From an optimization exercise on the open Yosys and OpenROAD flow, aimed at small area, a short achievable clock period and few clock cycles; shortcuts taken in it are not production practice.
RTL that was checked went through simulation tests only; none was proved equivalent to the original.
Power figures rest on the tool's default switching activity, not on a simulated workload.

==> flow/design.v <==
module rs485_crc8_step (
    input  wire [7:0] acc,
    input  wire [7:0] din,
    output wire [7:0] acc_next
);
    reg [7:0] a;
    reg [7:0] w;
    integer   i;
    always @* begin
        a = acc;
        w = din;
        for (i = 0; i < 8; i = i + 1) begin
            if (a[0] ^ w[0])
                a = (a >> 1) ^ 8'h8C;
            else
                a = a >> 1;
            w = w >> 1;
        end
    end
    assign acc_next = a;
endmodule
module rs485_tx (
    input  wire       clk,
    input  wire       rst,
    input  wire       live,
    input  wire       tx_start,
    input  wire [7:0] tx_len,
    output wire       tx_start_ready,
    input  wire       tx_in_valid,
    input  wire [7:0] tx_in_data,
    output wire       tx_in_ready,
    output reg        tx_out_valid,
    output reg  [7:0] tx_out_data,
    input  wire       tx_out_ready
);
    localparam [7:0] STX = 8'h02;
    localparam [7:0] ETX = 8'h03;
    localparam [2:0] S_IDLE = 3'd0,
                     S_STX  = 3'd1,
                     S_LOAD = 3'd2,
                     S_HI   = 3'd3,
                     S_LO   = 3'd4,
                     S_ETX  = 3'd5,
                     S_CHI  = 3'd6,
                     S_CLO  = 3'd7;
    reg [2:0] state;
    reg [7:0] remaining;
    reg [7:0] data;
    reg [7:0] crc;
    wire [7:0] crc_next;
    rs485_crc8_step u_crc (
        .acc      (crc),
        .din      (data),
        .acc_next (crc_next)
    );
    wire last_sym  = (state == S_CLO);
    wire need_byte = ((state == S_STX) || (state == S_LO)) && (remaining != 8'd0);
    assign tx_start_ready = live && ((state == S_IDLE) || (last_sym && tx_out_ready));
    assign tx_in_ready    = (state == S_LOAD) || (need_byte && tx_out_ready);
    always @* begin
        tx_out_valid = 1'b1;
        case (state)
            S_STX:   tx_out_data = STX;
            S_HI:    tx_out_data = {data[7:4], ~data[7:4]};
            S_LO:    tx_out_data = {data[3:0], ~data[3:0]};
            S_ETX:   tx_out_data = ETX;
            S_CHI:   tx_out_data = {crc[7:4], ~crc[7:4]};
            S_CLO:   tx_out_data = {crc[3:0], ~crc[3:0]};
            default: begin
                tx_out_valid = 1'b0;
                tx_out_data  = 8'h00;
            end
        endcase
    end
    wire take_in    = tx_in_valid && tx_in_ready;
    wire take_start = tx_start && tx_start_ready;
    always @(posedge clk) begin
        if (rst) begin
            state <= S_IDLE;
        end else begin
            if (take_in) begin
                data      <= tx_in_data;
                remaining <= remaining - 8'd1;
            end
            if (take_start) begin
                remaining <= tx_len;
                crc       <= 8'h00;
            end
            case (state)
                S_IDLE:
                    if (take_start)
                        state <= S_STX;
                S_STX, S_LO:
                    if (tx_out_ready) begin
                        if (remaining == 8'd0)
                            state <= S_ETX;
                        else if (tx_in_valid)
                            state <= S_HI;
                        else
                            state <= S_LOAD;
                    end
                S_LOAD:
                    if (tx_in_valid)
                        state <= S_HI;
                S_HI:
                    if (tx_out_ready) begin
                        crc   <= crc_next;
                        state <= S_LO;
                    end
                S_ETX:
                    if (tx_out_ready)
                        state <= S_CHI;
                S_CHI:
                    if (tx_out_ready)
                        state <= S_CLO;
                default:  
                    if (tx_out_ready)
                        state <= take_start ? S_STX : S_IDLE;
            endcase
        end
    end
endmodule
module rs485_rx #(
    parameter DEPTH = 255
) (
    input  wire        clk,
    input  wire        rst,
    input  wire        init,
    input  wire [7:0]  init_cap,
    input  wire        shutdown,
    input  wire        rx_clear,
    input  wire [31:0] now,
    input  wire        rx_valid,
    input  wire [7:0]  rx_data,
    output wire        rx_ready,
    output wire        live,
    input  wire [7:0]  rd_addr,
    output wire [7:0]  rd_data,
    output wire        pkt_ready,
    output wire        pkt_started,
    output wire [7:0]  pkt_len,
    output wire [31:0] err_count,
    output wire [31:0] t_start
);
    localparam [7:0] STX = 8'h02;
    localparam [7:0] ETX = 8'h03;
    localparam [1:0] L_UNINIT = 2'd0,
                     L_LIVE   = 2'd1,
                     L_DOWN   = 2'd2;
    reg [1:0]  life;
    reg [7:0]  cap;
    reg [7:0]  pos;
    reg        started;
    reg        etx_seen;
    reg        hi_pend;
    reg [3:0]  hi_nib;
    reg        ready;
    reg [31:0] err_cnt;
    reg [31:0] t_start_r;
    reg [7:0]  crc;
    reg [7:0]  buffer [0:DEPTH-1];
    assign live     = (life == L_LIVE);
    assign rx_ready = live && !ready;
    wire       sym_valid = (rx_data[7:4] == ~rx_data[3:0]);
    wire [3:0] sym_nib   = rx_data[7:4];
    wire [7:0] assembled = {hi_nib, sym_nib};
    wire [7:0] crc_next;
    rs485_crc8_step u_crc (
        .acc      (crc),
        .din      (assembled),
        .acc_next (crc_next)
    );
    wire take = rx_valid && rx_ready;
    always @(posedge clk) begin
        if (pos != 8'd255)
            buffer[pos] <= assembled;
    end
    always @(posedge clk) begin
        if (rst) begin
            life <= L_UNINIT;
        end else if (life == L_UNINIT && init) begin
            life      <= L_LIVE;
            cap       <= init_cap;
            err_cnt   <= 32'd0;
            started   <= 1'b0;
            ready     <= 1'b0;
            pos       <= 8'd0;
        end else if (life == L_LIVE && shutdown) begin
            life <= L_DOWN;
        end else if (life == L_LIVE && rx_clear) begin
            started   <= 1'b0;
            ready     <= 1'b0;
            pos       <= 8'd0;
        end else if (take) begin
            if (rx_data == STX) begin
                started   <= 1'b1;
                etx_seen  <= 1'b0;
                pos       <= 8'd0;
                hi_pend   <= 1'b0;
                t_start_r <= now;
                crc       <= 8'd0;
            end else if (rx_data == ETX) begin
                etx_seen <= 1'b1;
            end else if (!started) begin
            end else if (!sym_valid) begin
                started   <= 1'b0;
                pos       <= 8'd0;
                err_cnt   <= err_cnt + 32'd1;
            end else if (!hi_pend) begin
                hi_nib  <= sym_nib;
                hi_pend <= 1'b1;
            end else begin
                hi_pend <= 1'b0;
                if (etx_seen) begin
                    if (assembled == crc) begin
                        ready <= 1'b1;
                    end else begin
                        started   <= 1'b0;
                        pos       <= 8'd0;
                        err_cnt   <= err_cnt + 32'd1;
                    end
                end else if (pos < cap) begin
                    pos         <= pos + 8'd1;
                    crc         <= crc_next;
                end else begin
                    started   <= 1'b0;
                    pos       <= 8'd0;
                    err_cnt   <= err_cnt + 32'd1;
                end
            end
        end
    end
    wire show = live && ready;
    assign pkt_ready   = show;
    assign pkt_started = live && started;
    assign pkt_len     = show ? pos : 8'd0;
    wire [3:0] dec0 = 4'd1 << rd_addr[1:0];
    wire [3:0] dec1 = 4'd1 << rd_addr[3:2];
    wire [3:0] dec2 = 4'd1 << rd_addr[5:4];
    wire [3:0] dec3 = 4'd1 << rd_addr[7:6];
    wire [2047:0] lv0;
    wire [511:0]  lv1;
    wire [127:0]  lv2;
    wire [31:0]   lv3;
    wire [7:0]    rd_word;
    genvar w;
    generate
        for (w = 0; w < 256; w = w + 1) begin : g_lv0
            if (w < DEPTH) begin : g_used
                assign lv0[w*8 +: 8] = buffer[w];
            end else begin : g_unused
                assign lv0[w*8 +: 8] = 8'd0;
            end
        end
        for (w = 0; w < 64; w = w + 1) begin : g_lv1
            rs485_sel4 u_sel (.words(lv0[w*32 +: 32]), .sel(dec0), .out(lv1[w*8 +: 8]));
        end
        for (w = 0; w < 16; w = w + 1) begin : g_lv2
            rs485_sel4 u_sel (.words(lv1[w*32 +: 32]), .sel(dec1), .out(lv2[w*8 +: 8]));
        end
        for (w = 0; w < 4; w = w + 1) begin : g_lv3
            rs485_sel4 u_sel (.words(lv2[w*32 +: 32]), .sel(dec2), .out(lv3[w*8 +: 8]));
        end
    endgenerate
    rs485_sel4 u_sel_top (.words(lv3), .sel(dec3), .out(rd_word));
    assign rd_data     = (show && rd_addr < pos) ? rd_word : 8'd0;
    assign err_count   = live ? err_cnt : 32'd0;
    assign t_start     = (live && started) ? t_start_r : 32'd0;
endmodule
module rs485_sel4 (
    input  wire [31:0] words,
    input  wire [3:0]  sel,
    output wire [7:0]  out
);
    assign out = (words[7:0]   & {8{sel[0]}}) | (words[15:8]  & {8{sel[1]}}) |
                 (words[23:16] & {8{sel[2]}}) | (words[31:24] & {8{sel[3]}});
endmodule
module rs485_core (
    input  wire        clk,
    input  wire        rst,
    input  wire        init,
    input  wire [7:0]  init_cap,
    input  wire        shutdown,
    input  wire        rx_clear,
    input  wire [31:0] now,
    output wire        live,
    input  wire        rx_valid,
    input  wire [7:0]  rx_data,
    output wire        rx_ready,
    output wire        pkt_ready,
    output wire        pkt_started,
    output wire [7:0]  pkt_len,
    output wire [31:0] err_count,
    output wire [31:0] t_start,
    input  wire [7:0]  rd_addr,
    output wire [7:0]  rd_data,
    input  wire        tx_start,
    input  wire [7:0]  tx_len,
    output wire        tx_start_ready,
    input  wire        tx_in_valid,
    input  wire [7:0]  tx_in_data,
    output wire        tx_in_ready,
    output wire        tx_out_valid,
    output wire [7:0]  tx_out_data,
    input  wire        tx_out_ready
);
    rs485_rx u_rx (
        .clk         (clk),
        .rst         (rst),
        .init        (init),
        .init_cap    (init_cap),
        .shutdown    (shutdown),
        .rx_clear    (rx_clear),
        .now         (now),
        .rx_valid    (rx_valid),
        .rx_data     (rx_data),
        .rx_ready    (rx_ready),
        .live        (live),
        .rd_addr     (rd_addr),
        .rd_data     (rd_data),
        .pkt_ready   (pkt_ready),
        .pkt_started (pkt_started),
        .pkt_len     (pkt_len),
        .err_count   (err_count),
        .t_start     (t_start)
    );
    rs485_tx u_tx (
        .clk            (clk),
        .rst            (rst),
        .live           (live),
        .tx_start       (tx_start),
        .tx_len         (tx_len),
        .tx_start_ready (tx_start_ready),
        .tx_in_valid    (tx_in_valid),
        .tx_in_data     (tx_in_data),
        .tx_in_ready    (tx_in_ready),
        .tx_out_valid   (tx_out_valid),
        .tx_out_data    (tx_out_data),
        .tx_out_ready   (tx_out_ready)
    );
endmodule
clock: 8.0 ns
lec_check: 0
cap_margin: 20
core_margin: 2
core_utilization: 50
place_density: 0.65
setup_slack_margin: 3
slew_margin: 20
synth_hierarchical: 1
synth_minimum_keep_size: 0
standard.sh (not shown) runs the stock make flow with config.mk's settings and CLKGATE_MAP_FILE= SYNTH_SCRIPT=/design/flow/synth_recipe.tcl, a recipe that flattens the netlist after the stock synthesis.
==> flow/flow/run.sh <==
#!/bin/bash
# Standard layout with three changes to how it is made: ports are buffered
# with buf_2 instead of the delay buffer buffer_ports picks by default,
# the clock tree uses clkbuf_16 in clusters of up to 24 flip-flops without dummy loads, and the resizer may
# change a cell's footprint.
set -euo pipefail
bash standard.sh finish \
  "BUFFER_PORTS_ARGS=-buffer_cell sky130_fd_sc_hd__buf_2" \
  "CTS_ARGS=-sink_clustering_enable -repair_clock_nets -dont_use_dummy_load -buf_list sky130_fd_sc_hd__clkbuf_16 -sink_clustering_size 24 -sink_clustering_max_diameter 80" \
  "MATCH_CELL_FOOTPRINT=0" > flow.log 2>&1
Change:
--- a/flow/design.v
+++ b/flow/design.v
@@ -231,16 +231,19 @@
         end
     end
     wire show = live && ready;
     assign pkt_ready   = show;
     assign pkt_started = live && started;
     assign pkt_len     = show ? pos : 8'd0;
+    assign err_count   = live ? err_cnt : 32'd0;
+    assign t_start     = (live && started) ? t_start_r : 32'd0;
     wire [3:0] dec0 = 4'd1 << rd_addr[1:0];
     wire [3:0] dec1 = 4'd1 << rd_addr[3:2];
     wire [3:0] dec2 = 4'd1 << rd_addr[5:4];
-    wire [3:0] dec3 = 4'd1 << rd_addr[7:6];
+    wire       rd_ok = show && rd_addr < pos;
+    wire [3:0] dec3 = {4{rd_ok}} & (4'd1 << rd_addr[7:6]);
     wire [2047:0] lv0;
     wire [511:0]  lv1;
     wire [127:0]  lv2;
     wire [31:0]   lv3;
     wire [7:0]    rd_word;
     genvar w;
@@ -260,15 +263,13 @@
         end
         for (w = 0; w < 4; w = w + 1) begin : g_lv3
             rs485_sel4 u_sel (.words(lv2[w*32 +: 32]), .sel(dec2), .out(lv3[w*8 +: 8]));
         end
     endgenerate
     rs485_sel4 u_sel_top (.words(lv3), .sel(dec3), .out(rd_word));
-    assign rd_data     = (show && rd_addr < pos) ? rd_word : 8'd0;
-    assign err_count   = live ? err_cnt : 32'd0;
-    assign t_start     = (live && started) ? t_start_r : 32'd0;
+    assign rd_data = rd_word;
 endmodule
 module rs485_sel4 (
     input  wire [31:0] words,
     input  wire [3:0]  sel,
     output wire [7:0]  out
 );
Hold slack degrades by 0.026 ns. Routed wire length went down by 4.7%. Worst setup slack improves by 0.17 ns. Area after synthesis stays flat. Final cell count went down by 0.46%. Critical path depth went down by 2. Die area barely changes. Combinational power went down by about 8%. Global-route usage went down by 0.75 points.
Testbench counts after the change, summed over its fixed seeds: cycles 18,058.
For the first run of this note, only the layout was checked, not whether the RTL still works.

afterwards: timing with drivers on the ports:
No port has a modelled driver above. Below, the same layouts with a new extraction and two added sets of constraints. Step 1: set_driving_cell puts a clkbuf_16 on clk and a buf_2 on each other input, an assumption about the parent block. Step 2 moves the port delays by t, midway between the first and last clock arrival at a register: inputs arrive t later, outputs are due t later. That takes back most of the time a late clock gives input paths. a / b / c = ideal / step 1 / step 2; a / b = the first two.
| run | shift t [ns] | setup slack, ns | clock arrival spread, ns |
|---|---|---|---|
| the first run | 0.802 | 2.089 / 2.019 / 2.019 | 0.123 / 0.123 |
| the second run | 0.804 | 2.263 / 2.201 / 2.201 | 0.102 / 0.101 |
After both steps setup and hold are still met in every run listed. The setup slack of the first run, which loses most, moves by -0.070 ns with the drivers and by -0.070 ns with both steps.
